Source: an optimization exercise on an open RTL-to-GDS flow (aim: small area and a short achievable clock period). Production flows keep margins and buffers that such runs may drop.
Where RTL was checked, it was by simulation tests only, not by an equivalence proof against the original.
For runs 1 to 4, only the layout was checked, not whether the RTL still works.
Power figures rest on the tool's default switching activity, not on a simulated workload.

==> design/flow/design.v <==
module kps_core #(
    parameter [7:0]  SENTINEL        = 8'hA5,
    parameter [3:0]  P_POS           = 4'b1001,
    parameter [3:0]  P_NEG           = 4'b0110,
    parameter [16:0] INIT_TICKS_FAST = 17'd50,
    parameter [16:0] INIT_TICKS_SLOW = 17'd1000
) (
    input  wire        clk,
    input  wire        rst,           
    input  wire        rx_valid,
    input  wire [39:0] rx_frame,
    output wire        rx_ready,
    input  wire        tick_fast,
    input  wire        tick_slow,
    output wire [3:0]  legs,
    output reg         tx_valid,
    output wire [39:0] tx_frame
);
    localparam [9:0]  DEF_FAST = INIT_TICKS_FAST * 10;
    localparam [13:0] DEF_SLOW = INIT_TICKS_SLOW / 10;
    reg        rdy;                   
    reg        op_set_f, op_set_s, op_start, op_stop, op_rb_f, op_rb_s;
    reg        sel_f, sel_s, tx_ch;   
    reg        set_f, set_s;          
    reg [9:0]  per_f;
    reg [13:0] per_s;
    reg [7:0]  flg_f, flg_s;
    reg        run_mode;
    reg [1:0]  phase;
    reg        stop_req;
    reg        pos, neg;              
    reg        arm_f, arm_s;
    reg [9:1]  cnt_f;                 
    reg [3:0]  pre_s;                 
    reg [13:0] cnt_s;                 
    assign rx_ready = rdy;
    assign legs     = {pos, neg, neg, pos};
    assign tx_frame = {({8{sel_f}} & flg_f) | ({8{sel_s}} & flg_s),
                       2'b00,
                       ({4{sel_s}} & per_s[13:10]),
                       ({10{sel_f}} & per_f) | ({10{sel_s}} & per_s[9:0]),
                       7'h20, tx_ch, SENTINEL};
    wire [3:0]  rx_op  = rx_frame[15:12];
    wire        rx_ch  = rx_frame[8];
    wire [15:0] rx_val = rx_frame[31:16];
    wire        take   = rdy && rx_valid && rx_frame[7:0] == SENTINEL;
    wire        tk     = take && !rst;
    wire        we_f   = take && rx_op == 4'h1 && !rx_ch;
    wire        we_s   = take && rx_op == 4'h1 &&  rx_ch;
    function gt_const;
        input [15:0] x;
        input [15:0] k;
        integer i;
        reg r;
        begin
            r = 1'b0;
            for (i = 0; i < 16; i = i + 1)
                r = k[i] ? (x[i] & r) : (x[i] | r);
            gt_const = r;
        end
    endfunction
    wire        f_lo = !gt_const(rx_val, 16'd9);
    wire        f_hi = gt_const(rx_val, 16'd1000);
    wire        s_lo = rx_val == 16'd0;
    wire        s_hi = gt_const(rx_val, 16'd10000);
    wire [9:0]  new_f = ({10{!f_lo && !f_hi}} & rx_val[9:0]) |
                        ({10{f_lo}} & 10'd10) | ({10{f_hi}} & 10'd1000);
    wire [13:0] new_s = ({14{!s_lo && !s_hi}} & rx_val[13:0]) |
                        ({14{s_lo}} & 14'd1) | ({14{s_hi}} & 14'd10000);
    wire [9:0]  peff_f = set_f ? per_f : DEF_FAST;
    wire [13:0] peff_s = set_s ? per_s : DEF_SLOW;
    wire start_ok = op_start && !run_mode;
    wire run1     = run_mode || start_ok;
    wire stop1    = op_stop || (stop_req && !start_ok);
    wire arm_f1   = (arm_f && !op_set_f) || start_ok;
    wire arm_s1   = (arm_s && !op_set_s) || start_ok;
    wire [9:0]  base_f = {cnt_f, peff_f[0]};
    wire [13:0] base_s = cnt_s;
    wire [3:0]  bpre_s = pre_s;
    wire        lt15   = base_f < 10'd15;
    wire        wrap_s = bpre_s == 4'd9;
    wire        last_s = wrap_s && base_s == 14'd1;
    wire        el_f   = tick_fast && arm_f1 && lt15;
    wire        tk_s   = tick_slow && arm_s1;
    wire        el_s   = tk_s && last_s;
    wire        f_act  = el_f && run1;
    wire        s_act  = el_s && run1;
    wire        sstop  = s_act && stop1;
    wire        rearm  = s_act && !stop1;
    wire [9:0]  dec_f  = base_f - 10'd10;
    wire [9:0]  tck_f  = !arm_f1 ? base_f : lt15 ? peff_f : dec_f;
    reg  [9:0]  n_cnt_f;
    reg  [13:0] n_cnt_s;
    reg  [3:0]  n_pre_s;
    reg  [1:0]  n_phase;
    reg         n_pos, n_neg, n_arm_f;
    always @(*) begin
        if (s_act || !run1) n_cnt_f = peff_f;
        else if (tick_fast) n_cnt_f = tck_f;
        else                n_cnt_f = base_f;
        if (el_s || !run1) begin
            n_cnt_s = peff_s;
            n_pre_s = 4'd0;
        end else if (tk_s) begin
            n_cnt_s = wrap_s ? base_s - 14'd1 : base_s;
            n_pre_s = wrap_s ? 4'd0 : bpre_s + 4'd1;
        end else begin
            n_cnt_s = base_s;
            n_pre_s = bpre_s;
        end
        n_phase = start_ok ? 2'd0 : phase;
        n_pos   = pos;
        n_neg   = neg;
        n_arm_f = arm_f1;
        if (f_act) begin
            case (n_phase)
                2'd0: begin n_pos = 1'b1; n_neg = 1'b0; n_phase = 2'd1; end
                2'd1: begin n_pos = 1'b0; n_neg = 1'b1; n_phase = 2'd2; end
                default: begin n_pos = 1'b0; n_neg = 1'b0; n_arm_f = 1'b0; end
            endcase
        end
        if (s_act) begin
            n_phase = 2'd0;
            if (!stop1) n_arm_f = 1'b1;
        end
    end
    always @(posedge clk) begin
        rdy       <= !tk;
        op_set_f  <= tk && rx_op == 4'h1 && !rx_ch;
        op_set_s  <= tk && rx_op == 4'h1 &&  rx_ch;
        op_start  <= tk && rx_op == 4'h2;
        op_stop   <= tk && rx_op == 4'h3;
        op_rb_f   <= tk && rx_op == 4'h4 && !rx_ch;
        op_rb_s   <= tk && rx_op == 4'h4 &&  rx_ch;
        tx_valid  <= (op_rb_f || op_rb_s) && !rst;
        sel_f     <= op_rb_f && set_f;
        sel_s     <= op_rb_s && set_s;
        tx_ch     <= op_rb_s;
        if (we_f) begin
            per_f <= new_f;
            flg_f <= rx_frame[39:32];
        end
        if (we_s) begin
            per_s <= new_s;
            flg_s <= rx_frame[39:32];
        end
        cnt_f <= n_cnt_f[9:1];
        cnt_s <= n_cnt_s;
        pre_s <= n_pre_s;
        if (rst) begin
            set_f    <= 1'b0;
            set_s    <= 1'b0;
            run_mode <= 1'b0;
            phase    <= 2'd0;
            stop_req <= 1'b0;
            pos      <= 1'b0;
            neg      <= 1'b0;
            arm_f    <= 1'b0;
            arm_s    <= 1'b0;
        end else begin
            if (we_f) set_f <= 1'b1;
            if (we_s) set_s <= 1'b1;
            run_mode <= run1 && !sstop;
            phase    <= n_phase;
            stop_req <= stop1 && !sstop;
            pos      <= n_pos;
            neg      <= n_neg;
            arm_f    <= n_arm_f;
            arm_s    <= arm_s1 && !sstop;
        end
    end
endmodule
==> design/flow/flow/run.sh <==
#!/bin/bash
# Standard ORFS layout (the standard.sh) with the standard synthesis; the
# port buffers use buf_1 instead of the delay cell buffer_ports picks by
# default (every port still gets its own buffer).
set -euo pipefail
bash standard.sh synth > synth.log 2>&1
bash standard.sh "BUFFER_PORTS_ARGS=-buffer_cell sky130_fd_sc_hd__buf_1"  finish > finish.log 2>&1
==> design/flow/standard.sh <==
#!/bin/bash
# synth_recipe.tcl (not shown) runs the flow's synth.tcl, then flattens the netlist and writes it again
# the make line also repeats each setting of config.mk as NAME=value (left out here)
make -C /OpenROAD-flow-scripts/flow DESIGN_CONFIG=/design/flow/config.mk WORK_HOME=/design/flow/orfs CLKGATE_MAP_FILE= SYNTH_SCRIPT=/design/flow/synth_recipe.tcl "${@:-finish}"
==> design/flow/config.mk <==
export PLATFORM = sky130hd
export DESIGN_NAME = kps_core
export DESIGN_NICKNAME = kps_core
export VERILOG_FILES = /design/flow/design.v
export SDC_FILE = /design/flow/constraint.sdc
export NUM_CORES = 4
export LEC_CHECK = 0
export ABC_AREA = 1
export CAP_MARGIN = 20
export CORE_MARGIN = 2
export CORE_UTILIZATION = 40
export CTS_BUF_LIST = sky130_fd_sc_hd__clkbuf_8
export SETUP_SLACK_MARGIN = 5
export SLEW_MARGIN = 20
export TNS_END_PERCENT = 100
==> design/flow/constraint.sdc <==
create_clock -name core_clock -period 8.0 [get_ports {clk}]
set_input_delay 1.6000 -clock core_clock [delete_from_list [all_inputs] [get_ports {clk}]]
set_output_delay 1.6000 -clock core_clock [all_outputs]
set_load 0.01 [all_outputs]
==> notes.md, run 1 <==
* Critical Path RT at ~6400 ps
* Lkg Pwr at ~2.1 nW
* Hold WC Path Type: reg2reg
* Worst-Margin Slew at a little over 800 ps
* Leading cell types in the layout, fill and taps excluded: 129 x nand2_1, 70 x buf_1, 67 x nor2_1, 63 x edfxtp_1, 62 x inv_1
* Vias at ~3500
* Hold slack at 378.2 ps
* Warnings from Yosys at 1
* Final hold viol count at 0
* CP max stage delay at 500 ps
* Share of layout cells above drive strength 1 at under 10%
* Net Sw Frac at 24.42%
* CTS tree: yes
* First-pass GRT wire length at 15.62 mm
* First DRT Iteration DRCs at approximately 180
* CTS Buf Count at 9
* Peak VDD IR at approximately 0.00012 V
* Clk pwr share at between 30% and 40%
* Max Cap Viol at 0
* FMAX at between 300 and 400 MHz
* Full die area at around 12000 um2
* Yosys cell types at 31
* CTS Buffer Depth at 2
* ANT nets after route at 0
* Root Driver: clkbuf_8
* CP max FO at 22
* Synthesized area per cell at between 8 and 9 um2
* CP Capture Type: output port
* Initial Utilization at approximately two fifths
* Part of the power in registers at approximately three fifths
* Seq/Total Area, Yosys at ~52%
* Vias per Instance at ~4.7
* Status: complete, no violations
* Critical Path Start Type: flop
* Post-Synthesis Cells at approximately 540
* Crit path max-delay cell type: dfxtp_4
* #FFs+latches synth at 88
* Unrepaired setup endpoints after global routing: no
* Post-Syn Area at 4621 um2
* Reg clk slew, reported paths at 90 ps
* Critical path buffers and inverters at 1
* Slew Limit Fails at 0
* Clock Skews at between 15 and 20 ps
* Number of global-route vias before repair at ~3400
* Initial antenna violation count at 0
* Pwr per Cell Area at between 150 and 200 nW/um2
* Fin crit share at between 30 and 40%
* PortBufs at 70
* Nets at 650
* Core area at between 10000 and 15000 um2
* Wire per inst at roughly 13 um
* CTS Hold Bufs at 0
* Critical Path AT at between 1000 and 1500 ps
* DIE HEIGHT at 111.5 um
* Pint at approximately 0.61 mW
* Setup TNS at 0 ps
* Clk sinks at 88
* H-tree levels at 3
* Crit-path cells: a22o_1, buf_1
* All-Layer GR Usage at 15.84%
* DRC viols at 0
* Slew margin rel. at 46.15%
* Final Setup Violations at 0
* Combinational power share at approximately 3.3%
* Commonest non-fill, non-tap cell in the layout: nand2_1
* Critical path class: reg2out
* Area growth syn-to-layout at 9.748%
* Pre-antenna DRT Iters at 4
* Final core occ at approximately 45%
* Largest net degree at the start of global routing at 26
* I/O Pins at 91
* Clock latency (worst-skew pair) at 380 ps
* Row count at 39
* Die W at 111.5 um
* Ant diodes at 0
* Post-Place Cell Area at ~4900 um2
* Crit path max-delay family: flip-flops
* Drt total wl at around 9.5 mm
* RePlAce Congestion at about 0.84
* Grt total ovfl at 0
* Net Switching at 0.1969 mW
* Final instance area at ~5100 um2
* Final Critical Period at approximately 2900 ps
* Detailed Place HPWL at about 7 mm
## worst reg2reg max path: stages (launching register included)
cell and delay, ps:
edfxtp_1 430, ha_1 220, nand4_1 150, nor2_4 80, a21oi_4 540, nand2_1 450
## synthesized netlist by cell type, drive strengths merged
master / number / area (um2)
xor2: 11 / 96.34
buf: 29 / 232.7
nor3b: 2 / 15.01
ha: 6 / 75.07
nor3: 2 / 10.01
nand4: 6 / 37.54
conb: 2 / 7.510
dfxtp: 25 / 500.5
a22o: 18 / 157.7
clkbuf: 5 / 18.77
nor4: 1 / 6.260
xnor2: 1 / 8.760
a21oi: 12 / 71.32
nand3b: 3 / 22.52
inv: 73 / 274.0
nand2: 135 / 526.8
edfxtp: 63 / 1892
o22ai: 1 / 6.260
nand3: 38 / 200.2
nor2: 73 / 309.0
o21ai: 28 / 140.1
or2: 2 / 12.51
## power groups by stage
stage | combinational, mW | clock, mW | sequential (mW)
2_1_floorplan | 0.0198 | 0 | 0.494
3_3_place_gp | 0.0253 | 0 | 0.494
3_5_place_dp | 0.0262 | 0 | 0.494
4_1_cts | 0.0262 | 0.306 | 0.483
5_1_grt | 0.0303 | 0.325 | 0.483
6_report | 0.0263 | 0.297 | 0.483
## cell families after synthesis
logic type / Yosys count / share of synthesized area, %
flip-flops: 88 / 51.77
other: 2 / 0.1625
AND/OR/NAND/NOR: 262 / 24.67
adder cells (fa/ha/maj): 6 / 1.625
buffers and inverters: 107 / 11.37
AO/OA/AOI/OAI: 59 / 8.124
XOR/XNOR: 12 / 2.275
## final timing paths
kind	startpoint	endpoint	slack, ps	cells after the start
setup / recovery	sel_s	tx_frame[20]	5150	2
hold / removal	op_rb_s	tx_ch	380	0
setup reg to reg	cnt_s[0]	cnt_f[3]	5780	5
hold reg to reg	op_rb_s	tx_ch	380	0
## final cells by class
class,instances,area [um2]
timing repair buffer,71,270.3
clock inverter,7,61.31
fill,1127,6299
inverter,73,277.8
sequential,88,2400
tap,143,178.9
clock buffer,9,123.9
multi-input combinational,356,1759
## per-layer routing
metal  wire length [um]  global-route usage, %  share of wire (%)  vias up
met3                414                  4.137                4.4       12
met2               4402                  26.10                 46       81
li1                   -                      -                  -     1826
met4                197                  6.667                2.1        0
met5                  0                      0                  0        -
met1               4466                  19.85                 47     1602
## registers in the layout, summed over array words and instances (netlist names), 2 cells and up
| register | flops |
|---|---|
| pre_s | 4 |
| phase | 2 |
| per_s | 14 |
| per_f | 10 |
| cnt_s | 14 |
| flg_f | 8 |
| cnt_f | 9 |
| flg_s | 8 |
## what timing repair did
item                                    4_1_cts  5_1_grt
resized for setup                             3        2
setup buffers                                 0        0
endpoints found under the setup margin       22       31
## metrics by stage
stage               cells  power [mW]  setup slack [ps]
floorplan             551      0.5140              5127
global placement      731      0.5195              4719
detailed placement    731      0.5203              4701
CTS                   747      0.8157              5019
global route          747      0.8383              5005
finish                747      0.8066              5146
==> run 2: changes to the inputs <==
--- a/design/flow/config.mk
+++ b/design/flow/config.mk
@@ -6,5 +6,4 @@
 export NUM_CORES = 4
 export LEC_CHECK = 0
-export ABC_AREA = 1
 export CAP_MARGIN = 20
 export CORE_MARGIN = 2
==> run 2 against run 1 <==
Via count is 15% lower. Maximum frequency down 1.4%. Setup slack worse by 40 ps. Total power up 2.7%. Die area is 5.0% lower.
==> notes.md, run 2 <==
* Row count at 38 (was 39)
* Final hold viol count at 0 (unchanged)
* CP Capture Type: flop (was output port)
* #FFs+latches synth at 88 (unchanged)
* Yosys cell types at 53 (was 31)
* Final Setup Violations at 0 (unchanged)
* Ant diodes at 0 (unchanged)
* Met1 Usage GRT at 20.67% (was 19.85%)
* Pwr per Cell Area at 165.9 nW/um2 (was 159.1 nW/um2)
* Peak VDD IR at 0.00009299 V (was 0.0001233 V)
* Reg clk slew, reported paths at 90 ps (about the same)
* CTS Hold Bufs at 0 (unchanged)
* Number of global-route vias before repair at 2824 (was 3443)
* Post-synth top area cell: edfxtp_1 (unchanged)
* Initial Utilization at 40.78% (was 40.64%)
* Detailed Place HPWL at 6.176 mm (was 7.025 mm)
* Critical Path RT at 7990 ps (was 6400 ps)
* All-Layer GR Usage at 15.56% (was 15.84%)
* ANT nets after route at 0 (unchanged)
* Leading cell types in the layout, fill and taps excluded: 70 x buf_1, 63 x edfxtp_1, 37 x nand2_1, 23 x dfxtp_1, 21 x nor2_1 (was 129 x nand2_1, 70 x buf_1, 67 x nor2_1, 63 x edfxtp_1, 62 x inv_1)
* Nets at 509 (was 650)
* Fin crit share at 36.18% (was 35.68%)
* Drt total wl at 8.700 mm (was 9.481 mm)
* Reg-to-reg slack, setup at 5680 ps (was 5780 ps)
* Grt total ovfl at 0 (unchanged)
* Vias per Instance at 4.940 (was 4.714)
* Final Critical Period at 2895 ps (was 2854 ps)
* First DRT Iteration DRCs at 106 (was 178)
* Largest net degree at the start of global routing at 25 (was 26)
* Critical path class: in2reg (was reg2out)
* Seq/Total Area, Yosys at 54.60% (was 51.77%)
* Power Total at 0.8282 mW (was 0.8066 mW)
* Hold WC Path Type: reg2reg (unchanged)
* FMAX at 345.4 MHz (was 350.3 MHz)
* GR peak layer: met2 (unchanged)
* Top Registers: cnt_s x14, per_s x14, per_f x10 (unchanged)
* Die W at 108.7 um (was 111.5 um)
* DRC viols at 0 (unchanged)
* CTS Buffer Depth at 2 (unchanged)
* Post-Synthesis Cells at 389 (was 536)
* Setup TNS at 0 ps (unchanged)
* Routing usage on met3 at 2.989% (was 4.137%)
* Pre-antenna DRT Iters at 4 (unchanged)
* Status: complete, no violations (unchanged)
* Warnings from Yosys at 1 (unchanged)
* Unrepaired setup endpoints after global routing: no (unchanged)
* First-pass GRT wire length at 13.83 mm (was 15.62 mm)
* Worst-Margin Slew at 720.1 ps (was 806.8 ps)
* CP max FO at 14 (was 22)
* RePlAce Congestion at 0.7974 (was 0.8414)
* Post-Syn Area at 4382 um2 (was 4621 um2)
* DIE HEIGHT at 108.7 um (was 111.5 um)
* Synthesized area per cell at 11.26 um2 (was 8.621 um2)
* Clk sinks at 88 (unchanged)
* Share of layout cells above drive strength 1 at 7.991% (was 7.781%)
* Area share of the largest cell type after synthesis at 43.18% (was 40.94%)
* I/O Pins at 91 (unchanged)
* Clock Skews at 19.40 ps (was 15.86 ps)
* Met2 global-route usage at 24.33% (was 26.10%)
* Synth area leaders: edfxtp_1 43%, dfxtp_1 11%, mux2i_1 4.1% (was edfxtp_1 41%, dfxtp_1 11%, nand2_1 10%)
* CTS tree: yes (unchanged)
* Full die area at 11810 um2 (was 12430 um2)
* Most numerous cell in the Yosys netlist: edfxtp_1 (was nand2_1)
* Root Driver: clkbuf_8 (unchanged)
* Max Cap Viol at 0 (unchanged)
* Critical Path Start Type: primary input (was flop)
* Lkg Pwr at 1.817 nW (was 2.091 nW)
* Area growth syn-to-layout at 13.93% (was 9.748%)
* Initial antenna violation count at 0 (unchanged)
* EDFF count, synth at 63 (unchanged)
* Core area at 10750 um2 (was 11370 um2)
* Commonest non-fill, non-tap cell in the layout: buf_1 (was nand2_1)
* Critical Path AT at 2890 ps (was 1250 ps)
* Post-synth top flop: edfxtp_1 (unchanged)
* CTS Buf Count at 9 (unchanged)
* Wire per inst at 14.43 um (was 12.69 um)
* Fillers at 1050 (was 1127)
* H-tree levels at 3 (unchanged)
* PortBufs at 70 (unchanged)
* Vias at 2979 (was 3521)
* Clock latency (worst-skew pair) at 370 ps (was 380 ps)
* Post-synth top cells: 63 x edfxtp_1, 38 x nand2_1, 25 x dfxtp_1, 23 x nor2_1, 22 x buf_4 (was 129 x nand2_1, 67 x nor2_1, 63 x edfxtp_1, 63 x inv_1, 36 x nand3_1)
* Slew margin rel. at 51.99% (was 46.15%)
* Ys async rst share at 0% (unchanged)
* Slew Limit Fails at 0 (unchanged)
==> run 2: what timing repair did <==
| action | in CTS | in global routing |
|---|---|---|
| setup buffers | 5 | 1 |
| setup endpoints to repair | 62 | 54 |
| gates cloned | 1 | 0 |
| pin swaps | 3 | 1 |
| gates resized for setup | 4 | 2 |
==> run 2: per-stage QoR <==
step                hold WS [ps]  util [%]  cell area [um2]  std cells  setup WS [ps]
finish                     379.0     46.46             4992        603           5105
global route               396.6     46.46             4992        603           5002
CTS                        382.4     46.29             4974        602           5018
detailed placement         366.8     43.64             4690        580           4467
global placement           377.3     43.57             4682        580           4413
floorplan                  344.6         -             4456        404           4858
==> run 2: final cells by class <==
| type | count | area (um2) | area share (%) |
|---|---|---|---|
| Multi-Input combinational cell | 269 | 1827 | 36.59 |
| Inverter | 14 | 52.55 | 1.053 |
| Tap cell | 140 | 175.2 | 3.509 |
| Timing Repair Buffer | 76 | 332.8 | 6.667 |
| Clock inverter | 5 | 53.80 | 1.078 |
| Sequential cell | 88 | 2400 | 48.07 |
| Clock buffer | 11 | 151.4 | 3.033 |
==> run 2: worst max-delay path, stage by stage <==
cell and delay [ps]:
buf_1 100, nand2_1 110, a2111oi_4 440, nand2b_1 630
==> run 2: path summary, 6_finish.rpt <==
check	from	end	cells past startpoint
worst max register to register	cnt_s[0]	cnt_f[7]	5
worst min register to register	op_rb_s	tx_ch	0
worst min-delay path	op_rb_s	tx_ch	0
worst max-delay path	tick_slow	cnt_s[6]	4
==> run 2: cell families after synthesis <==
logic type	after synthesis	synth area share, %
multiplexers	18	4.112
flip-flops	88	54.60
XOR/XNOR	19	3.798
other	2	0.1714
adder cells (fa/ha/maj)	6	1.713
AND/OR/NAND/NOR	148	19.36
buffers and inverters	48	6.111
AO/OA/AOI/OAI	60	10.14
==> run 2: report_power, final <==
group / switching [mW] / internal (mW) / leakage [nW] / total, mW
logic: 0.0164 / 0.00852 / 0.846 / 0.0249
registers: 0.0000440 / 0.483 / 0.860 / 0.483
clock network: 0.159 / 0.161 / 0.111 / 0.320
==> run 2: metal layers <==
layer | wire, um | part of all wire (%)
met1 | 4066 | 47
met2 | 4158 | 48
met3 | 286 | 3.3
met4 | 189 | 2.2
met5 | 0 | 0
==> run 3: changes to the inputs <==
--- a/design/flow/design.v
+++ b/design/flow/design.v
@@ -20,5 +20,5 @@
     localparam [13:0] DEF_SLOW = INIT_TICKS_SLOW / 10;
     reg        rdy;                   
-    reg        op_set_f, op_set_s, op_start, op_stop, op_rb_f, op_rb_s;
+    reg        op_start, op_rb_f, op_rb_s;
     reg        sel_f, sel_s, tx_ch;   
     reg        set_f, set_s;          
@@ -48,4 +48,5 @@
     wire        we_f   = take && rx_op == 4'h1 && !rx_ch;
     wire        we_s   = take && rx_op == 4'h1 &&  rx_ch;
+    wire        rx_stp = take && rx_op == 4'h3;
     function gt_const;
         input [15:0] x;
@@ -72,7 +73,7 @@
     wire start_ok = op_start && !run_mode;
     wire run1     = run_mode || start_ok;
-    wire stop1    = op_stop || (stop_req && !start_ok);
-    wire arm_f1   = (arm_f && !op_set_f) || start_ok;
-    wire arm_s1   = (arm_s && !op_set_s) || start_ok;
+    wire stop1    = stop_req && !start_ok;
+    wire arm_f1   = arm_f || start_ok;
+    wire arm_s1   = arm_s || start_ok;
     wire [9:0]  base_f = {cnt_f, peff_f[0]};
     wire [13:0] base_s = cnt_s;
@@ -127,8 +128,5 @@
     always @(posedge clk) begin
         rdy       <= !tk;
-        op_set_f  <= tk && rx_op == 4'h1 && !rx_ch;
-        op_set_s  <= tk && rx_op == 4'h1 &&  rx_ch;
         op_start  <= tk && rx_op == 4'h2;
-        op_stop   <= tk && rx_op == 4'h3;
         op_rb_f   <= tk && rx_op == 4'h4 && !rx_ch;
         op_rb_s   <= tk && rx_op == 4'h4 &&  rx_ch;
@@ -163,9 +161,9 @@
             run_mode <= run1 && !sstop;
             phase    <= n_phase;
-            stop_req <= stop1 && !sstop;
+            stop_req <= (stop1 && !sstop) || rx_stp;
             pos      <= n_pos;
             neg      <= n_neg;
-            arm_f    <= n_arm_f;
-            arm_s    <= arm_s1 && !sstop;
+            arm_f    <= n_arm_f && !we_f;
+            arm_s    <= arm_s1 && !sstop && !we_s;
         end
     end
--- a/design/flow/config.mk
+++ b/design/flow/config.mk
@@ -6,4 +6,5 @@
 export NUM_CORES = 4
 export LEC_CHECK = 0
+export ABC_AREA = 1
 export CAP_MARGIN = 20
 export CORE_MARGIN = 2
==> run 3 against run 2 <==
Still clean. Clock skew decreased by 12 ps. Setup slack improved by 52 ps. Combinational power increased by 14%. Sequential share of layout area decreased by 2.3 points. Cell count increased by 24%. Total power decreased by 4.1%. Synthesized area increased by 5.2%. Utilization decreased by 1.3 points. Largest cell class unchanged. Largest power group unchanged.
==> notes.md, run 3 <==
* DIE HEIGHT at 111.4 um (was 108.7 um)
* Post-synth top cells: 133 x nand2_1, 63 x edfxtp_1, 60 x inv_1, 57 x nor2_1, 43 x nand3_1 (was 63 x edfxtp_1, 38 x nand2_1, 25 x dfxtp_1, 23 x nor2_1, 22 x buf_4)
* Critical Path Start Type: primary input (unchanged)
* Critical Path AT at 2830 ps (was 2890 ps)
* EDFF count, synth at 63 (unchanged)
* #FFs+latches synth at 85 (was 88)
* Synth Area in Compound Gates at 8.277% (was 10.14%)
* I/O Pins at 91 (unchanged)
* Reg-to-reg startpoint: cnt_s[0] (unchanged)
* Max Cap Viol at 0 (unchanged)
* Xor/xnor cell area share of the yosys netlist at 2.280% (was 3.798%)
* CTS Buffer Depth at 2 (unchanged)
* Critical Path RT at 7990 ps (about the same)
* Share of layout cells above drive strength 1 at 8.624% (was 7.991%)
* Full die area at 12400 um2 (was 11810 um2)
* Final core occ at 45.18% (was 46.46%)
* Clock latency (worst-skew pair) at 350 ps (was 370 ps)
* First-pass GRT wire length at 15.79 mm (was 13.83 mm)
* WHS Path Cells at 0 (unchanged)
* Most numerous cell in the Yosys netlist: nand2_1 (was edfxtp_1)
* Area share of the largest cell type after synthesis at 41.03% (was 43.18%)
* Post-Syn Area at 4611 um2 (was 4382 um2)
* M1 WL at 4.387 mm (was 4.066 mm)
* Core area at 11320 um2 (was 10750 um2)
* Multiplexer share of the synthesized area at 0% (was 4.112%)
* H-tree levels at 3 (unchanged)
* CTS tree: yes (unchanged)
* Met3 routed WL at 514 um (was 286 um)
* Fin crit share at 35.53% (was 36.18%)
* CP Capture Type: flop (unchanged)
* ANT nets after route at 0 (unchanged)
* Slew Limit Fails at 0 (unchanged)
* Post-synth top flop: edfxtp_1 (unchanged)
* CP max FO at 24 (was 14)
* Post-Synthesis Cells at 534 (was 389)
* Top Registers: cnt_s x14, per_s x14, per_f x10 (unchanged)
* Clk sinks at 85 (was 88)
* Critical path class: in2reg (unchanged)
* First DRT Iteration DRCs at 180 (was 106)
* Setup TNS at 0 ps (unchanged)
* Main combinational cell family by area after synthesis: simple AND/OR/NAND/NOR gates (unchanged)
* Area growth syn-to-layout at 10.94% (was 13.93%)
* Post-synth top area cell: edfxtp_1 (unchanged)
* Worst-Margin Slew at 620.2 ps (was 720.1 ps)
* CTS Buf Count at 9 (unchanged)
* Hold slack at 395.2 ps (was 379.0 ps)
* Clock Skews at 7.053 ps (was 19.40 ps)
* Number of buffers added for setup after CTS at 0 (was 5)
* Final hold viol count at 0 (unchanged)
* Fillers at 1120 (was 1050)
* Ant diodes at 0 (unchanged)
* Highest metal used: met4 (unchanged)
* Detailed Place HPWL at 7.213 mm (was 6.176 mm)
* FMAX at 351.8 MHz (was 345.4 MHz)
* Reg clk slew, reported paths at 80 ps (was 90 ps)
* Vias per Instance at 4.827 (was 4.940)
* Ys async rst share at 0% (unchanged)
* Reg-to-reg slack, setup at 5780 ps (was 5680 ps)
* Setup ws final at 5158 ps (was 5105 ps)
* Drt total wl at 9.596 mm (was 8.700 mm)
* DRC viols at 0 (unchanged)
* Root Driver: clkbuf_8 (unchanged)
* Largest net degree at the start of global routing at 27 (was 25)
* PortBufs at 70 (unchanged)
* All-Layer GR Usage at 15.96% (was 15.56%)
* Slew margin rel. at 58.50% (was 51.99%)
* Leading cell types in the layout, fill and taps excluded: 133 x nand2_1, 70 x buf_1, 63 x edfxtp_1, 61 x inv_1, 57 x nor2_1 (was 70 x buf_1, 63 x edfxtp_1, 37 x nand2_1, 23 x dfxtp_1, 21 x nor2_1)
* Hold Path End: tx_ch (unchanged)
* Peak VDD IR at 0.00008388 V (was 0.00009299 V)
* Adder-Cell Fraction of Synth Area at 1.628% (was 1.713%)
* Cells on worst reg2reg path at 7 (was 5)
* Met2 Wirelength at 4.554 mm (was 4.158 mm)
* Final Critical Period at 2842 ps (was 2895 ps)
* Unrepaired setup endpoints after global routing: no (unchanged)
* Row count at 39 (was 38)
* Seq/Total Area, Yosys at 50.58% (was 54.60%)
* Yosys cell types at 34 (was 53)
* Commonest non-fill, non-tap cell in the layout: nand2_1 (was buf_1)
* Dpl ws at 4700 ps (was 4467 ps)
* Vias at 3601 (was 2979)
* Wire per inst at 12.86 um (was 14.43 um)
* Synthesized area per cell at 8.634 um2 (was 11.26 um2)
* Beginning of the worst hold path: op_rb_s (unchanged)
* Warnings from Yosys at 1 (unchanged)
* Final Setup Violations at 0 (unchanged)
* Status: complete, no violations (unchanged)
* Number of global-route vias before repair at 3444 (was 2824)
* Grt total ovfl at 0 (unchanged)
* RePlAce Congestion at 0.8380 (was 0.7974)
* Lkg Pwr at 2.060 nW (was 1.817 nW)
* Initial antenna violation count at 0 (unchanged)
* FF-to-FF End: cnt_f[3] (was cnt_f[7])
* Nets at 649 (was 509)
* Die W at 111.4 um (was 108.7 um)
* Hold WC Path Type: reg2reg (unchanged)
* Initial Utilization at 40.73% (was 40.78%)
* Pwr per Cell Area at 155.3 nW/um2 (was 165.9 nW/um2)
* Pre-antenna DRT Iters at 4 (unchanged)
* Synth area leaders: edfxtp_1 41%, nand2_1 11%, dfxtp_1 9.6% (was edfxtp_1 43%, dfxtp_1 11%, mux2i_1 4.1%)
* Fraction of the mapped netlist area in simple logic gates at 26.32% (was 19.36%)
-- run 3: changes by cell type after synthesis, sizes merged, moves of 8 or more --
cell | previous run | this run
o21ai | 11 | 25
mux2i | 18 | 0
xnor2 | 13 | 5
nor2b | 10 | 0
nand2b | 14 | 0
inv | 14 | 66
and2 | 19 | 0
nand3 | 5 | 45
nor2 | 23 | 69
nand2 | 39 | 139
nor4 | 9 | 0
-- run 3: cell families after synthesis --
logic type                 count (synthesis)
adders and majority gates                  6
DFF                                       85
AOI/OAI and AO/OA                         57
xor gates and xnor gates                  12
and+or+nand+nor                          272
other                                      2
buffers and inverters                    100
-- run 3: how the worst max path moves through the flow --
stage / from / to / slack [ps] / cells past startpoint
after floorplan: rx_frame[3] / flg_s[0] / 5000 / 5
after global placement: rx_frame[3] / flg_s[4] / 4520 / 6
after detailed placement: rx_frame[12] / flg_f[5] / 4700 / 5
after CTS: sel_f / tx_frame[22] / 5020 / 2
after global routing: tick_slow / cnt_f[1] / 5010 / 5
final: tick_slow / cnt_f[3] / 5160 / 5
-- run 3: stage by stage --
step	instances	area [um2]	total power [mW]
5_1_grt	746	5115	0.8202
3_5_place_dp	730	4911	0.5070
4_1_cts	746	5109	0.8028
3_3_place_gp	728	4888	0.5061
2_1_floorplan	549	4695	0.5000
6_report	746	5115	0.7943
-- run 3: what timing repair did --
| item | in CTS | in global routing |
|---|---|---|
| pin swaps | 0 | 0 |
| cloned | 0 | 0 |
| hold buffers | 0 | 0 |
| resized for setup | 3 | 2 |
| setup endpoints to repair | 22 | 27 |
-- run 3: per-layer routing --
layer  vias to the layer above  track usage (%)
li1                       1832                -
met1                      1661            20.46
met2                        97            26.54
met3                        11            3.375
met4                         0            6.337
met5                         -                0
-- run 3: area by class of cell --
class                      count  area, um2  area share [%]
clock buffer                   9      123.9           2.422
clock inverter                 7      68.82           1.345
inverter                      66      251.5           4.917
multi-input combinational    364       1867           36.50
sequential                    85       2340           45.74
tap                          143      178.9           3.498
timing repair buffer          72      285.3           5.577
-- run 3: report_power, final --
part | switching (mW) | total (mW) | internal, mW
logic | 0.0197 | 0.0283 | 0.00860
registers | 0.0000466 | 0.468 | 0.468
clock network | 0.155 | 0.298 | 0.143
-- run 3: worst max-delay path, stage by stage --
cell	delay, ps
buf_1	110
nand3_2	150
nor2_4	70
nor2_4	440
nand2_1	450
==> run 4: changes to the inputs <==
--- a/design/flow/config.mk
+++ b/design/flow/config.mk
@@ -6,5 +6,4 @@
 export NUM_CORES = 4
 export LEC_CHECK = 0
-export ABC_AREA = 1
 export CAP_MARGIN = 20
 export CORE_MARGIN = 2
==> run 4 against run 3 <==
Die area decreased by 6.2%. Count of clock-buffer cells in the layout is the same. Setup slack got worse by 120 ps. Non-clock buffer count grew 10. Highest routed layer unchanged. Clock power is 8.4% lower.
==> notes.md, run 4 <==
* Status: complete, no violations (unchanged)
* Area growth syn-to-layout at 14.22% (was 10.94%)
* CP Capture Type: flop (unchanged)
* Leading cell types in the layout, fill and taps excluded: 70 x buf_1, 63 x edfxtp_1, 24 x nor2_1, 24 x nand2_1, 20 x dfxtp_1 (was 133 x nand2_1, 70 x buf_1, 63 x edfxtp_1, 61 x inv_1, 57 x nor2_1)
* Unrepaired setup endpoints after global routing: no (unchanged)
* Net Switching at 0.1763 mW (was 0.1746 mW)
* Reg-to-reg slack, setup at 5540 ps (was 5780 ps)
* PortBufs at 70 (unchanged)
* Cells on worst reg2reg path at 7 (unchanged)
* I/O Pins at 91 (unchanged)
* Core area at 10420 um2 (was 11320 um2)
* Most numerous cell in the Yosys netlist: edfxtp_1 (was nand2_1)
* Wire per inst at 15.47 um (was 12.86 um)
* Fin crit share at 37.04% (was 35.53%)
* Clk pwr share at 35.6% (was 37.5%)
* Vias per Instance at 5.122 (was 4.827)
* Full die area at 11630 um2 (was 12400 um2)
* Worst-Margin Slew at 650.8 ps (was 620.2 ps)
* Top Registers: cnt_s x14, per_s x14, per_f x10 (unchanged)
* Clock latency (worst-skew pair) at 360 ps (was 350 ps)
* Grt total ovfl at 0 (unchanged)
* Critical path class: in2reg (unchanged)
* Net Sw Frac at 23.00% (was 21.99%)
* Pre-antenna DRT Iters at 4 (unchanged)
* FMAX at 337.5 MHz (was 351.8 MHz)
* Row count at 37 (was 39)
* Synthesized area per cell at 11.59 um2 (was 8.634 um2)
* Critical Path Start Type: primary input (unchanged)
* Nets at 499 (was 649)
* Area share of the largest cell type after synthesis at 43.86% (was 41.03%)
* Synth area leaders: edfxtp_1 44%, dfxtp_1 10%, mux2i_1 4.2% (was edfxtp_1 41%, nand2_1 11%, dfxtp_1 9.6%)
* Critical Path RT at 8110 ps (was 7990 ps)
* Post-Syn Area at 4313 um2 (was 4611 um2)
* Detailed Place HPWL at 6.289 mm (was 7.213 mm)
* Warnings from Yosys at 1 (unchanged)
* Ant diodes at 0 (unchanged)
* All-Layer GR Usage at 16.39% (was 15.96%)
* Critical Path AT at 3070 ps (was 2830 ps)
* Clock Skews at 9.336 ps (was 7.053 ps)
* Final Setup Violations at 0 (unchanged)
* Max Cap Viol at 0 (unchanged)
* Power Total at 0.7664 mW (was 0.7943 mW)
* FF-to-FF End: cnt_f[6] (was cnt_f[3])
* Slew Limit Fails at 0 (unchanged)
* Seq/Total Area, Yosys at 54.08% (was 50.58%)
* Crit-path cells: buf_1, or4_1, or3_4, buf_4, buf_4, or2_1 (was buf_1, nand3_2, nor2_4, nor2_4, nand2_1)
* Crit path max-delay cell type: or4_1 (was nand2_1)
* Final Critical Period at 2963 ps (was 2842 ps)
* H-tree levels at 3 (unchanged)
* DIE HEIGHT at 107.8 um (was 111.4 um)
* Largest net degree at the start of global routing at 25 (was 27)
* Hold slack at 383.7 ps (was 395.2 ps)
* Peak VDD IR at 0.00008221 V (was 0.00008388 V)
* DRC viols at 0 (unchanged)
* Number of global-route vias before repair at 2922 (was 3444)
* Ys async rst share at 0% (unchanged)
* Commonest non-fill, non-tap cell in the layout: buf_1 (was nand2_1)
* Critical path buffers and inverters at 3 (was 1)
* Hold Path End: tx_ch (unchanged)
* Pwr per Cell Area at 155.6 nW/um2 (was 155.3 nW/um2)
* Crit path max-delay family: simple AND/OR/NAND/NOR gates (unchanged)
* Clk sinks at 85 (unchanged)
* Vias at 3017 (was 3601)
* Setup TNS at 0 ps (unchanged)
* Lkg Pwr at 1.808 nW (was 2.060 nW)
* First-pass GRT wire length at 14.44 mm (was 15.79 mm)
* Slew margin rel. at 56.61% (was 58.50%)
* Initial antenna violation count at 0 (unchanged)
* Beginning of the worst hold path: op_rb_s (unchanged)
* Post-synth top cells: 63 x edfxtp_1, 24 x nand2_1, 24 x nor2_1, 22 x buf_4, 22 x dfxtp_1 (was 133 x nand2_1, 63 x edfxtp_1, 60 x inv_1, 57 x nor2_1, 43 x nand3_1)
* CTS Hold Bufs at 0 (unchanged)
* ANT nets after route at 0 (unchanged)
* CTS tree: yes (unchanged)
* Initial Utilization at 41.41% (was 40.73%)
* Reg-to-reg startpoint: cnt_s[1] (was cnt_s[0])
* EDFF count, synth at 63 (unchanged)
* First DRT Iteration DRCs at 154 (was 180)
* Yosys cell types at 64 (was 34)
* CTS Buf Count at 9 (unchanged)
* Hold WC Path Type: reg2reg (unchanged)
* Combinational power share at 3.4% (was 3.6%)
* CTS Buffer Depth at 2 (unchanged)
* Reg clk slew, reported paths at 90 ps (was 80 ps)
* Final hold viol count at 0 (unchanged)
* #FFs+latches synth at 85 (unchanged)
* RePlAce Congestion at 0.7791 (was 0.8380)
* Post-Synthesis Cells at 372 (was 534)
* WHS Path Cells at 0 (unchanged)
* Die W at 107.8 um (was 111.4 um)
* Post-synth top area cell: edfxtp_1 (unchanged)
* CP max stage delay at 530 ps (was 450 ps)
* Part of the power in registers at 61.1% (was 58.9%)
* Root Driver: clkbuf_8 (unchanged)
* Crit-path most repeated cell: buf_4 (was nor2_4)
* Drt total wl at 9.112 mm (was 9.596 mm)
* Pint at 0.5901 mW (was 0.6196 mW)
* Share of layout cells above drive strength 1 at 11.04% (was 8.624%)
* Post-synth top flop: edfxtp_1 (unchanged)
* CP max FO at 4 (was 24)
-- run 4: changes by cell type after synthesis, sizes merged, moves of 18 or more --
cell   change
inv       -58
nand3     -39
mux2i     +18
nor2      -45
and2      +18
nand2    -115
-- run 4: worst max-delay path by stage --
stage                       startpoint  cells past startpoint        to
after floorplan            rx_frame[3]                      3  flg_s[0]
after global placement     rx_frame[3]                      4  flg_f[5]
after detailed placement   rx_frame[3]                      4  flg_f[5]
after CTS                  rx_frame[3]                      5  per_s[6]
after global routing      rx_frame[30]                      6  per_f[5]
final                     rx_frame[30]                      6  per_f[6]
-- run 4: final cells by class --
class	count	area, um2
Clock buffer	9	123.9
Clock inverter	7	48.80
Fill cell	1011	5490
Inverter	8	30.03
Multi-Input combinational cell	262	1836
Sequential cell	85	2340
Tap cell	136	170.2
Timing Repair Buffer	82	377.9
-- run 4: layer usage --
layer	global-route usage (%)	vias to the layer above	share of wire, %
met5	0	-	0
met4	5.220	0	1.1
met3	3.390	7	5.0
met2	27.18	82	49
met1	21.47	1450	45
li1	-	1478	-
-- run 4: power by group through the flow --
stage | combinational [mW] | clock [mW] | sequential, mW
after CTS | 0.0255 | 0.281 | 0.468
after detailed placement | 0.0245 | 0 | 0.479
final | 0.0259 | 0.273 | 0.468
after floorplan | 0.0174 | 0 | 0.479
after global placement | 0.0237 | 0 | 0.479
after global routing | 0.0292 | 0.298 | 0.468
-- run 4: logic make-up (layout without fill, tap and decap cells) --
family	after synthesis	in the layout	share of synthesized area [%]
xor gates and xnor gates	19	19	3.858
DFF	85	85	54.08
other	2	17	0.1741
muxes	20	20	4.874
and+or+nand+nor	139	140	19.09
buffers and inverters	41	106	5.860
adders and majority gates	6	6	1.741
AOI/OAI and AO/OA	60	60	10.33
-- run 4: worst register-to-register path: stages (launching register included) --
cell and delay [ps]:
edfxtp_1 410, inv_1 140, ha_1 160, or4b_1 490
nor4_4 200, a21oi_2 90, buf_4 250, nand2_1 380
-- run 4: repair_timing --
item,in CTS,in global routing
buffers inserted,6,4
resized for setup,6,2
cloned,1,0
setup endpoints to repair,47,52
pin swaps,4,4
-- run 4: through the flow --
step	cells	util (%)	setup WS, ps	cell area [um2]
finish	589	47.29	5037	4926
global route	589	47.29	5008	4926
CTS	585	46.97	4929	4892
detailed placement	562	44.36	4332	4621
global placement	562	44.36	4335	4621
floorplan	387	-	4768	4397
==> run 5: changes to the inputs <==
--- a/design/flow/design.v
+++ b/design/flow/design.v
@@ -27,5 +27,5 @@
     reg [7:0]  flg_f, flg_s;
     reg        run_mode;
-    reg [1:0]  phase;
+    reg        ph_nz;                 
     reg        stop_req;
     reg        pos, neg;              
@@ -94,5 +94,5 @@
     reg  [13:0] n_cnt_s;
     reg  [3:0]  n_pre_s;
-    reg  [1:0]  n_phase;
+    reg         n_ph_nz;
     reg         n_pos, n_neg, n_arm_f;
     always @(*) begin
@@ -110,17 +110,19 @@
             n_pre_s = bpre_s;
         end
-        n_phase = start_ok ? 2'd0 : phase;
+        n_ph_nz = ph_nz && !start_ok;
         n_pos   = pos;
         n_neg   = neg;
         n_arm_f = arm_f1;
         if (f_act) begin
-            case (n_phase)
-                2'd0: begin n_pos = 1'b1; n_neg = 1'b0; n_phase = 2'd1; end
-                2'd1: begin n_pos = 1'b0; n_neg = 1'b1; n_phase = 2'd2; end
-                default: begin n_pos = 1'b0; n_neg = 1'b0; n_arm_f = 1'b0; end
-            endcase
+            if (!n_ph_nz) begin         
+                n_pos = 1'b1; n_neg = 1'b0; n_ph_nz = 1'b1;
+            end else if (pos) begin     
+                n_pos = 1'b0; n_neg = 1'b1;
+            end else begin              
+                n_pos = 1'b0; n_neg = 1'b0; n_arm_f = 1'b0;
+            end
         end
         if (s_act) begin
-            n_phase = 2'd0;
+            n_ph_nz = 1'b0;
             if (!stop1) n_arm_f = 1'b1;
         end
@@ -150,5 +152,5 @@
             set_s    <= 1'b0;
             run_mode <= 1'b0;
-            phase    <= 2'd0;
+            ph_nz    <= 1'b0;
             stop_req <= 1'b0;
             pos      <= 1'b0;
@@ -160,5 +162,5 @@
             if (we_s) set_s <= 1'b1;
             run_mode <= run1 && !sstop;
-            phase    <= n_phase;
+            ph_nz    <= n_ph_nz;
             stop_req <= (stop1 && !sstop) || rx_stp;
             pos      <= n_pos;
--- a/design/flow/config.mk
+++ b/design/flow/config.mk
@@ -6,7 +6,8 @@
 export NUM_CORES = 4
 export LEC_CHECK = 0
+export ABC_AREA = 1
 export CAP_MARGIN = 20
 export CORE_MARGIN = 2
-export CORE_UTILIZATION = 40
+export CORE_UTILIZATION = 60
 export CTS_BUF_LIST = sky130_fd_sc_hd__clkbuf_8
 export SETUP_SLACK_MARGIN = 5
==> run 5 against run 4 <==
Global-route usage is 7.6 points higher. Largest power group unchanged. Clock power is 21% higher. Die area is 30% lower. Maximum frequency is 1.6% higher. Final area is 0.36% higher. Still clean.
==> notes.md, run 5 <==
* Clk pwr share at 40.1% (was 35.6%)
* Nets at 627 (was 499)
* Critical path class: reg2out (was in2reg)
* Worst-Margin Slew at 677.9 ps (was 650.8 ps)
* Clock Skews at 10.72 ps (was 9.336 ps)
* Crit path max-delay cell type: dfxtp_2 (was or4_1)
* Clk sinks at 84 (was 85)
* First-pass GRT wire length at 15.30 mm (was 14.44 mm)
* Seq/Total Area, Yosys at 51.90% (was 54.08%)
* Setup ws final at 5083 ps (was 5037 ps)
* Peak VDD IR at 0.0001186 V (was 0.00008221 V)
* Top Registers: cnt_s x14, per_s x14, per_f x10 (unchanged)
* CTS Buf Count at 9 (unchanged)
* PortBufs at 70 (unchanged)
* Yosys cell types at 32 (was 64)
* Crit-path cells: a22o_1, buf_1 (was buf_1, or4_1, or3_4, buf_4, buf_4, or2_1)
* Final hold viol count at 0 (unchanged)
* Fillers at 647 (was 1011)
* Post-synth top flop: edfxtp_1 (unchanged)
* All-Layer GR Usage at 24.02% (was 16.39%)
* Root Driver: clkbuf_8 (unchanged)
* Share of layout cells above drive strength 1 at 7.021% (was 11.04%)
* Full die area at 8132 um2 (was 11630 um2)
* Wire per inst at 13.73 um (was 15.47 um)
* Setup TNS at 0 ps (unchanged)
* CTS tree: yes (unchanged)
* Area share of the largest cell type after synthesis at 42.46% (was 43.86%)
* Slew Limit Fails at 0 (unchanged)
* Lkg Pwr at 2.005 nW (was 1.808 nW)
* #FFs+latches synth at 84 (was 85)
* CP Capture Type: output port (was flop)
* Area growth syn-to-layout at 10.95% (was 14.22%)
* Unrepaired setup endpoints after global routing: no (unchanged)
* Pint at 0.6469 mW (was 0.5901 mW)
* Post-synth top area cell: edfxtp_1 (unchanged)
* Reg clk slew, reported paths at 80 ps (was 90 ps)
* Critical Path Start Type: flop (was primary input)
* Commonest non-fill, non-tap cell in the layout: nand2_1 (was buf_1)
* CP max stage delay at 570 ps (was 530 ps)
* Synth area leaders: edfxtp_1 42%, nand2_1 11%, dfxtp_1 9.4% (was edfxtp_1 44%, dfxtp_1 10%, mux2i_1 4.2%)
* Slew margin rel. at 54.70% (was 56.61%)
* Post-synth top cells: 135 x nand2_1, 63 x edfxtp_1, 60 x inv_1, 52 x nor2_1, 39 x nand3_1 (was 63 x edfxtp_1, 24 x nand2_1, 24 x nor2_1, 22 x buf_4, 22 x dfxtp_1)
* DRC viols at 0 (unchanged)
* Number of global-route vias before repair at 3242 (was 2922)
* Grt total ovfl at 0 (unchanged)
* Max Cap Viol at 0 (unchanged)
* DIE HEIGHT at 90.18 um (was 107.8 um)
* Largest net degree at the start of global routing at 27 (was 25)
* Most numerous cell in the Yosys netlist: nand2_1 (was edfxtp_1)
* Part of the power in registers at 56.5% (was 61.1%)
* Vias at 3507 (was 3017)
* Critical path buffers and inverters at 1 (was 3)
* Hold WC Path Type: reg2reg (unchanged)
* Pre-antenna DRT Iters at 7 (was 4)
* Initial antenna violation count at 0 (unchanged)
* Detailed Place HPWL at 6.710 mm (was 6.289 mm)
* Post-Syn Area at 4456 um2 (was 4313 um2)
* Synthesized area per cell at 8.652 um2 (was 11.59 um2)
* I/O Pins at 91 (unchanged)
* Drt total wl at 9.376 mm (was 9.112 mm)
* Die W at 90.18 um (was 107.8 um)
* Net Switching at 0.1740 mW (was 0.1763 mW)
* Final core occ at 68.52% (was 47.29%)
* Ys async rst share at 0% (unchanged)
* Post-Synthesis Cells at 515 (was 372)
* Initial Utilization at 61.76% (was 41.41%)
* Crit path max-delay family: flip-flops (was simple AND/OR/NAND/NOR gates)
* Warnings from Yosys at 1 (unchanged)
* FMAX at 342.8 MHz (was 337.5 MHz)
* Status: complete, no violations (unchanged)
* Pwr per Cell Area at 166.1 nW/um2 (was 155.6 nW/um2)
* ANT nets after route at 0 (unchanged)
* CP max FO at 18 (was 4)
* Critical Path AT at 1320 ps (was 3070 ps)
* RePlAce Congestion at 0.8540 (was 0.7791)
* Ant diodes at 0 (unchanged)
* Core area at 7214 um2 (was 10420 um2)
* Critical Path RT at 6400 ps (was 8110 ps)
* Row count at 31 (was 37)
* CTS Buffer Depth at 2 (unchanged)
* Fin crit share at 36.47% (was 37.04%)
* H-tree levels at 3 (unchanged)
* Dpl ws at 4597 ps (was 4332 ps)
* Vias per Instance at 5.135 (was 5.122)
* Clock latency (worst-skew pair) at 350 ps (was 360 ps)
* EDFF count, synth at 63 (unchanged)
* Net Sw Frac at 21.19% (was 23.00%)
* Final Setup Violations at 0 (unchanged)
* CTS Hold Bufs at 0 (unchanged)
* Combinational power share at 3.4% (about the same)
* Final Critical Period at 2917 ps (was 2963 ps)
* First DRT Iteration DRCs at 171 (was 154)
* Leading cell types in the layout, fill and taps excluded: 135 x nand2_1, 70 x buf_1, 63 x edfxtp_1, 60 x inv_1, 52 x nor2_1 (was 70 x buf_1, 63 x edfxtp_1, 24 x nor2_1, 24 x nand2_1, 20 x dfxtp_1)
-- run 5: repair_timing --
item,in CTS,in global routing
setup buffers,0,1
cloned,1,0
gates resized for setup,2,3
setup endpoints to repair,44,33
hold endpoints to repair,0,0
pin swaps,1,0
-- run 5: worst paths after layout --
path / to / startpoint / depth (start not counted) / slack, ps
min reg2reg: tx_ch / op_rb_s / 0 / 380
max reg2reg: cnt_f[3] / cnt_s[0] / 7 / 5830
max: tx_frame[33] / sel_f / 2 / 5080
min: tx_ch / op_rb_s / 0 / 380
-- run 5: power by group through the flow --
| stage | Sequential, mW | Combinational (mW) | Clock [mW] |
|---|---|---|---|
| 2_1_floorplan | 0.474 | 0.0201 | 0 |
| 3_3_place_gp | 0.474 | 0.0259 | 0 |
| 3_5_place_dp | 0.474 | 0.0268 | 0 |
| 4_1_cts | 0.464 | 0.0274 | 0.333 |
| 5_1_grt | 0.463 | 0.0316 | 0.353 |
| 6_report | 0.463 | 0.0281 | 0.329 |
-- run 5: cell families after synthesis --
family                   count (synthesis)  synth area share (%)
AO/OA/AOI/OAI                           60                 8.706
XOR/XNOR                                14                 2.752
adder cells (fa/ha/maj)                  3                0.8425
buffers and inverters                   96                 10.78
flip-flops                              84                 51.90
other                                    2                0.1686
AND/OR/NAND/NOR                        256                 24.85
-- run 5: layout make-up --
type                            instances  area [um2]  share of cell area, %
Tap cell                               99       123.9                  2.506
Clock inverter                          7       93.84                  1.898
Clock buffer                            9       123.9                  2.506
Timing Repair Buffer                   71       282.8                  5.720
Sequential cell                        84        2317                  46.87
Multi-Input combinational cell        351        1765                  35.71
Inverter                               62       236.5                  4.784
-- run 5: routing by layer --
layer  up-vias  part of all wire (%)  GRT usage, %  routed length (um)
li1       1786                     -             -                   -
met1      1594                    45         31.39                4180
met2       110                    49         40.23                4614
met3        17                   4.0         4.107                 375
met4         0                   2.2         9.231                 206
met5         -                     0             0                   0
-- run 5: metrics by stage --
step | power (mW) | hold WS, ps | area, um2 | cells
5_1_grt | 0.8484 | 390.8 | 4943 | 683
4_1_cts | 0.8239 | 384.4 | 4911 | 682
2_1_floorplan | 0.4940 | 351.4 | 4539 | 530
3_5_place_dp | 0.5007 | 372.7 | 4678 | 665
3_3_place_gp | 0.4998 | 369.5 | 4678 | 665
6_report | 0.8209 | 379.2 | 4943 | 683
-- run 5: worst register-to-register path: stages, from the launching register on --
cell      delay (ps)
edfxtp_1         410
ha_1             210
nand3_1           90
nor2_2            50
nand2_4          100
nor2_4            60
nor2_4           450
nand2_1          430
==> run 6: changes to the inputs <==
--- a/design/flow/config.mk
+++ b/design/flow/config.mk
@@ -6,8 +6,7 @@
 export NUM_CORES = 4
 export LEC_CHECK = 0
-export ABC_AREA = 1
 export CAP_MARGIN = 20
 export CORE_MARGIN = 2
-export CORE_UTILIZATION = 60
+export CORE_UTILIZATION = 40
 export CTS_BUF_LIST = sky130_fd_sc_hd__clkbuf_8
 export SETUP_SLACK_MARGIN = 5
==> run 6 against run 5 <==
Largest cell class unchanged. Count of clock-buffer cells in the layout stayed put. Largest power group unchanged. Critical path type is now in2reg. Global-route usage decreased by 7.7 points. Final area decreased by 2.2%. Total power is 4.2% lower. Hold slack better by 9.5 ps. Routed wire length down 5.1%. Clock skew is 1.5 ps higher.
==> notes.md, run 6 <==
* Commonest non-fill, non-tap cell in the layout: buf_1 (was nand2_1)
* Fin crit share at 36.94% (was 36.47%)
* Lkg Pwr at 1.675 nW (was 2.005 nW)
* Post-Synthesis Cells at 369 (was 515)
* Crit-path cells: buf_1, and2_1, o2111ai_2, or3_1, or4b_1, a21oi_1 (was a22o_1, buf_1)
* Post-synth top area cell: edfxtp_1 (unchanged)
* Dpl ws at 4360 ps (was 4597 ps)
* Fin cells at 584 (was 683)
* Full die area at 11130 um2 (was 8132 um2)
* Slew margin rel. at 54.00% (was 54.70%)
* CTS Buffer Depth at 2 (unchanged)
* Pre-antenna DRT Iters at 4 (was 7)
* Top Registers: cnt_s x14, per_s x14, per_f x10 (unchanged)
* Row count at 37 (was 31)
* Vias per Instance at 5.072 (was 5.135)
* Post-synth top flop: edfxtp_1 (unchanged)
* Synth area leaders: edfxtp_1 46%, dfxtp_1 10%, buf_4 4.0% (was edfxtp_1 42%, nand2_1 11%, dfxtp_1 9.4%)
* Status: complete, no violations (unchanged)
* Area share of the largest cell type after synthesis at 45.93% (was 42.46%)
* CP max FO at 6 (was 18)
* Critical path origin: tick_slow (was sel_f)
* Max Cap Viol at 0 (unchanged)
* Setup ws final at 5045 ps (was 5083 ps)
* Peak VDD IR at 0.00008413 V (was 0.0001186 V)
* Unrepaired setup endpoints after global routing: yes (was no)
* Wire per inst at 15.23 um (was 13.73 um)
* CTS Buf Count at 9 (unchanged)
* FMAX at 338.4 MHz (was 342.8 MHz)
* Nets at 491 (was 627)
* Post-Syn Area at 4119 um2 (was 4456 um2)
* Final hold viol count at 0 (unchanged)
* DIE HEIGHT at 105.5 um (was 90.18 um)
* Critical Path Sink: arm_f (was tx_frame[33])
* Final Critical Period at 2955 ps (was 2917 ps)
* Worst-Margin Slew at 690.0 ps (was 677.9 ps)
* Slew Limit Fails at 0 (unchanged)
* Critical path buffers and inverters at 1 (unchanged)
* DRC viols at 0 (unchanged)
* Post-synth top cells: 63 x edfxtp_1, 32 x nor2_1, 22 x buf_4, 21 x dfxtp_1 (was 135 x nand2_1, 63 x edfxtp_1, 60 x inv_1, 52 x nor2_1, 39 x nand3_1)
* First-pass GRT wire length at 14.09 mm (was 15.30 mm)
* Ant diodes at 0 (unchanged)
* Die W at 105.5 um (was 90.18 um)
* Worst path depth at 6 (was 2)
* Critical Path Start Type: primary input (was flop)
* Clk sinks at 84 (unchanged)
* Critical Path AT at 3260 ps (was 1320 ps)
* Leading cell types in the layout, fill and taps excluded: 70 x buf_1, 63 x edfxtp_1, 32 x nor2_1, 19 x dfxtp_1 (was 135 x nand2_1, 70 x buf_1, 63 x edfxtp_1, 60 x inv_1, 52 x nor2_1)
* Initial antenna violation count at 0 (unchanged)
* Most numerous cell in the Yosys netlist: edfxtp_1 (was nand2_1)
* Vias at 2962 (was 3507)
* Clock latency (worst-skew pair) at 370 ps (was 350 ps)
* Final Setup Violations at 0 (unchanged)
* Grt total ovfl at 0 (unchanged)
* #FFs+latches synth at 84 (unchanged)
* DP Cell Count at 556 (was 665)
* Critical Path RT at 8300 ps (was 6400 ps)
* FF-to-FF End: arm_f (was cnt_f[3])
* H-tree levels at 3 (unchanged)
* Reg-to-reg slack, setup at 5500 ps (was 5830 ps)
* ANT nets after route at 0 (unchanged)
* Ys async rst share at 0% (unchanged)
* Reg clk slew, reported paths at 100 ps (was 80 ps)
* Crit path max-delay family: simple AND/OR/NAND/NOR gates (was flip-flops)
* Critical path class: in2reg (was reg2out)
* Synthesized area per cell at 11.16 um2 (was 8.652 um2)
* Share of layout cells above drive strength 1 at 10.27% (was 7.021%)
* PortBufs at 70 (unchanged)
* Reg-to-reg startpoint: cnt_s[6] (was cnt_s[0])
* Setup TNS at 0 ps (unchanged)
* Pwr per Cell Area at 162.8 nW/um2 (was 166.1 nW/um2)
* Hold WC Path Type: reg2reg (unchanged)
* Yosys cell types at 53 (was 32)
* CTS tree: yes (unchanged)
* Clock Skews at 12.19 ps (was 10.72 ps)
* All-Layer GR Usage at 16.30% (was 24.02%)
* Number of global-route vias before repair at 2854 (was 3242)
* Detailed Place HPWL at 6.137 mm (was 6.710 mm)
* Hold slack at 388.7 ps (was 379.2 ps)
* EDFF count, synth at 63 (unchanged)
* Cells on worst reg2reg path at 5 (was 7)
* Crit path max-delay cell type: or3_1 (was dfxtp_2)
* RePlAce Congestion at 0.7614 (was 0.8540)
* Largest net degree at the start of global routing at 23 (was 27)
* I/O Pins at 91 (unchanged)
* Drt total wl at 8.897 mm (was 9.376 mm)
* Initial Utilization at 40.63% (was 61.76%)
* Warnings from Yosys at 1 (unchanged)
* Area growth syn-to-layout at 17.35% (was 10.95%)
* Core area at 10140 um2 (was 7214 um2)
* First DRT Iteration DRCs at 149 (was 171)
* Seq/Total Area, Yosys at 56.14% (was 51.90%)
* Root Driver: clkbuf_8 (unchanged)
* CTS Hold Bufs at 0 (unchanged)
* CP Capture Type: flop (was output port)
* CP max stage delay at 510 ps (was 570 ps)
run 6: final cells by class:
| class | count | area (um2) |
|---|---|---|
| Clock buffer | 9 | 123.9 |
| Clock inverter | 7 | 67.56 |
| Tap cell | 136 | 170.2 |
| Timing Repair Buffer | 81 | 390.4 |
| Multi-Input combinational cell | 256 | 1723 |
| Inverter | 11 | 41.29 |
| Sequential cell | 84 | 2317 |
| Fill cell | 955 | 5305 |
run 6: per-layer routing:
metal	global-route usage, %	up-vias	routed length, um
met5	0	-	0
met1	21.66	1403	4046
li1	-	1455	-
met4	6.571	0	155
met3	2.783	12	460
met2	26.45	92	4236
run 6: timing repair:
action                                  4_1_cts  5_1_grt
cloned                                        2        0
pin swaps                                     4        2
resized for setup                             4        6
setup buffers                                 3        7
endpoints found under the setup margin       71       74
run 6: power breakdown:
| group | leakage [nW] | total [mW] | switching (mW) | internal (mW) |
|---|---|---|---|---|
| Clock | 0.0893 | 0.299 | 0.177 | 0.121 |
| Sequential | 0.828 | 0.463 | 0.0000425 | 0.463 |
| Combinational | 0.758 | 0.0246 | 0.0160 | 0.00853 |
run 6: how the worst min path moves through the flow:
stage | start | end | slack (ps) | depth (start not counted)
after floorplan | op_rb_s | tx_ch | 340 | 0
after global placement | op_rb_s | tx_ch | 370 | 0
after detailed placement | op_rb_s | tx_ch | 370 | 0
after CTS | op_rb_s | tx_ch | 390 | 0
after global routing | op_rb_s | tx_ch | 410 | 0
final | op_rb_s | tx_ch | 390 | 0
run 6: cells by family (layout without fill, tap and decap cells):
group           after synthesis  after routing  share of synthesized area, %
compound gates               57             58                         9.660
xor+xnor                     20             20                         4.253
fa+ha+maj                     3              3                        0.9114
buf+inv                      46            108                         6.227
flops                        84             84                         56.14
mux                          10             10                         2.430
other cells                   2             17                        0.1823
simple gates                147            148                         20.20
run 6: through the flow:
step	area [um2]	utilization (%)	power, mW
finish	4833	47.67	0.7868
global route	4833	47.67	0.8132
CTS	4723	46.59	0.7893
detailed placement	4457	43.96	0.4971
global placement	4442	43.81	0.4961
floorplan	4213	-	0.4909
run 6: worst reg2reg max path, stage by stage, from the launching register on:
cell and delay [ps]:
edfxtp_1 460, nor4_4 420, nand3b_1 320, or3_1 580, or4b_1 500, a21oi_1 160
==> run 7: changes to the inputs <==
--- a/design/flow/config.mk
+++ b/design/flow/config.mk
@@ -6,4 +6,5 @@
 export NUM_CORES = 4
 export LEC_CHECK = 0
+export ABC_AREA = 1
 export CAP_MARGIN = 20
 export CORE_MARGIN = 2
==> run 7 against run 6 <==
Sequential share of layout area decreased by 0.87 points. Utilization decreased by 2.2 points. Flip-flop and latch count unchanged. Critical path depth decreased by 4. Die area increased by 7.9%. Non-clock buffer count decreased by 10. First-iteration DRC count increased by 89%. Synthesized area increased by 8.2%.
==> notes.md, run 7 <==
* Leading cell types in the layout, fill and taps excluded: 135 x nand2_1, 70 x buf_1, 63 x edfxtp_1, 59 x inv_1, 52 x nor2_1 (was 70 x buf_1, 63 x edfxtp_1, 32 x nor2_1, 19 x dfxtp_1)
* FMAX at 352.1 MHz (was 338.4 MHz)
* Commonest non-fill, non-tap cell in the layout: nand2_1 (was buf_1)
* Post-Synthesis Cells at 515 (was 369)
* CP max FO at 22 (was 6)
* Drt total wl at 9.291 mm (was 8.897 mm)
* Pwr per Cell Area at 156.7 nW/um2 (was 162.8 nW/um2)
* Vias per Instance at 4.798 (was 5.072)
* Initial Utilization at 41.10% (was 40.63%)
* Largest net degree at the start of global routing at 27 (was 23)
* Clock Skews at 9.001 ps (was 12.19 ps)
* Hold WC Path Type: reg2reg (unchanged)
* Final Critical Period at 2840 ps (was 2955 ps)
* Row count at 38 (was 37)
* CTS tree: yes (unchanged)
* Final hold viol count at 0 (unchanged)
* Grt total ovfl at 0 (unchanged)
* Post-synth top area cell: edfxtp_1 (unchanged)
* Worst-Margin Slew at 700.4 ps (was 690.0 ps)
* Wire per inst at 12.85 um (was 15.23 um)
* Final Setup Violations at 0 (unchanged)
* Setup TNS at 0 ps (unchanged)
* Area growth syn-to-layout at 10.62% (was 17.35%)
* Full die area at 12000 um2 (was 11130 um2)
* Post-Syn Area at 4456 um2 (was 4119 um2)
* DIE HEIGHT at 109.5 um (was 105.5 um)
* Peak VDD IR at 0.0001110 V (was 0.00008413 V)
* Synth area leaders: edfxtp_1 42%, nand2_1 11%, dfxtp_1 9.4% (was edfxtp_1 46%, dfxtp_1 10%, buf_4 4.0%)
* Status: complete, no violations (unchanged)
* Clock latency (worst-skew pair) at 360 ps (was 370 ps)
* Die W at 109.5 um (was 105.5 um)
* Critical path class: reg2out (was in2reg)
* Post-Place Cell Area at 4737 um2 (was 4457 um2)
* Final instance area at 4928 um2 (was 4833 um2)
* CTS resizes at 3 (was 4)
* Fin cells at 723 (was 584)
* Number of global-route vias before repair at 3280 (was 2854)
* Ys async rst share at 0% (unchanged)
* Initial antenna violation count at 0 (unchanged)
* First DRT Iteration DRCs at 281 (was 149)
* Lkg Pwr at 1.973 nW (was 1.675 nW)
* CTS Buf Count at 9 (unchanged)
* Root Driver: clkbuf_8 (unchanged)
* Slew Limit Fails at 0 (unchanged)
* Post-synth top cells: 135 x nand2_1, 63 x edfxtp_1, 60 x inv_1, 52 x nor2_1, 39 x nand3_1 (was 63 x edfxtp_1, 32 x nor2_1, 22 x buf_4, 21 x dfxtp_1)
* Crit-path cells: a22o_1, buf_1 (was buf_1, and2_1, o2111ai_2, or3_1, or4b_1, a21oi_1)
* EDFF count, synth at 63 (unchanged)
* Synthesized area per cell at 8.652 um2 (was 11.16 um2)
* Slew margin rel. at 52.81% (was 54.00%)
* Reg-to-reg startpoint: cnt_s[0] (was cnt_s[6])
* Unrepaired setup endpoints after global routing: no (was yes)
* Critical path origin: sel_s (was tick_slow)
* CP max stage delay at 510 ps (about the same)
* I/O Pins at 91 (unchanged)
* Core area at 10840 um2 (was 10140 um2)
* CTS Hold Bufs at 0 (unchanged)
* RePlAce Congestion at 0.8501 (was 0.7614)
* Max Cap Viol at 0 (unchanged)
* First-pass GRT wire length at 15.42 mm (was 14.09 mm)
* Critical Path Start Type: flop (was primary input)
* Most numerous cell in the Yosys netlist: nand2_1 (was edfxtp_1)
* Fin crit share at 35.50% (was 36.94%)
* Pre-antenna DRT Iters at 4 (unchanged)
* #FFs+latches synth at 84 (unchanged)
* CTS Buffer Depth at 2 (unchanged)
* Crit path max-delay cell type: dfxtp_4 (was or3_1)
* ANT nets after route at 0 (unchanged)
* Detailed Place HPWL at 6.893 mm (was 6.137 mm)
* Reg clk slew, reported paths at 90 ps (was 100 ps)
* Fillers at 1081 (was 955)
* PortBufs at 70 (unchanged)
==> run 7: critical path, delay by kind of cell, from the launching register on <==
kind,cells,cell delay (ps)
DFF,1,510
AOI/OAI and AO/OA,1,190
buffers and inverters,1,180
==> run 7: power by group <==
part | switching (mW) | total [mW] | internal, mW
Combinational | 0.0187 | 0.0269 | 0.00816
Clock | 0.165 | 0.282 | 0.117
Sequential | 0.0000426 | 0.463 | 0.463
Total | 0.183 | 0.772 | 0.589
==> run 7: through the flow <==
stage	power (mW)	hold slack [ps]	util (%)	worst slack [ps]
floorplan	0.4940	351.4	-	5002
global placement	0.4999	386.2	43.70	4727
detailed placement	0.5006	387.7	43.70	4716
CTS	0.7845	406.9	45.41	5005
global route	0.8082	405.2	45.46	5070
finish	0.7721	402.0	45.46	5160
==> run 7: layout make-up <==
cell class / count / area (um2) / share of cell area (%)
clock inverter: 7 / 56.30 / 1.142
clock buffer: 9 / 123.9 / 2.513
tap: 140 / 175.2 / 3.554
multi-input combinational: 350 / 1747 / 35.44
sequential: 84 / 2320 / 47.07
timing repair buffer: 71 / 270.3 / 5.484
inverter: 62 / 236.5 / 4.798
==> run 7: worst paths after layout <==
path / end / slack (ps) / cells past startpoint
max: tx_frame[25] / 5160 / 2
min: tx_ch / 400 / 0
max reg2reg: cnt_f[3] / 5870 / 7
min reg2reg: tx_ch / 400 / 0
==> run 7: cells by family (layout without fill, tap and decap cells) <==
kind of cell,after synthesis,count (layout),share of synthesized area (%)
AO/OA/AOI/OAI,60,60,8.706
other,2,17,0.1686
adder cells (fa/ha/maj),3,3,0.8425
flip-flops,84,84,51.90
buffers and inverters,96,149,10.78
AND/OR/NAND/NOR,256,256,24.85
XOR/XNOR,14,14,2.752
==> run 7: metal layers <==
layer / up-vias / wire length [um] / GRT usage [%]
met4: 0 / 169 / 8.499
met1: 1596 / 4209 / 22.25
met5: - / 0 / 0
li1: 1779 / - / -
met3: 13 / 416 / 3.320
met2: 81 / 4497 / 26.68

Check on run 7: ideal ports give 5.160 ns setup slack; a clkbuf_16 on the clock port and buf_2 on the inputs give 5.125 ns; moving port delays by the midpoint clock arrival (0.393 ns) as well gives 4.877 ns.
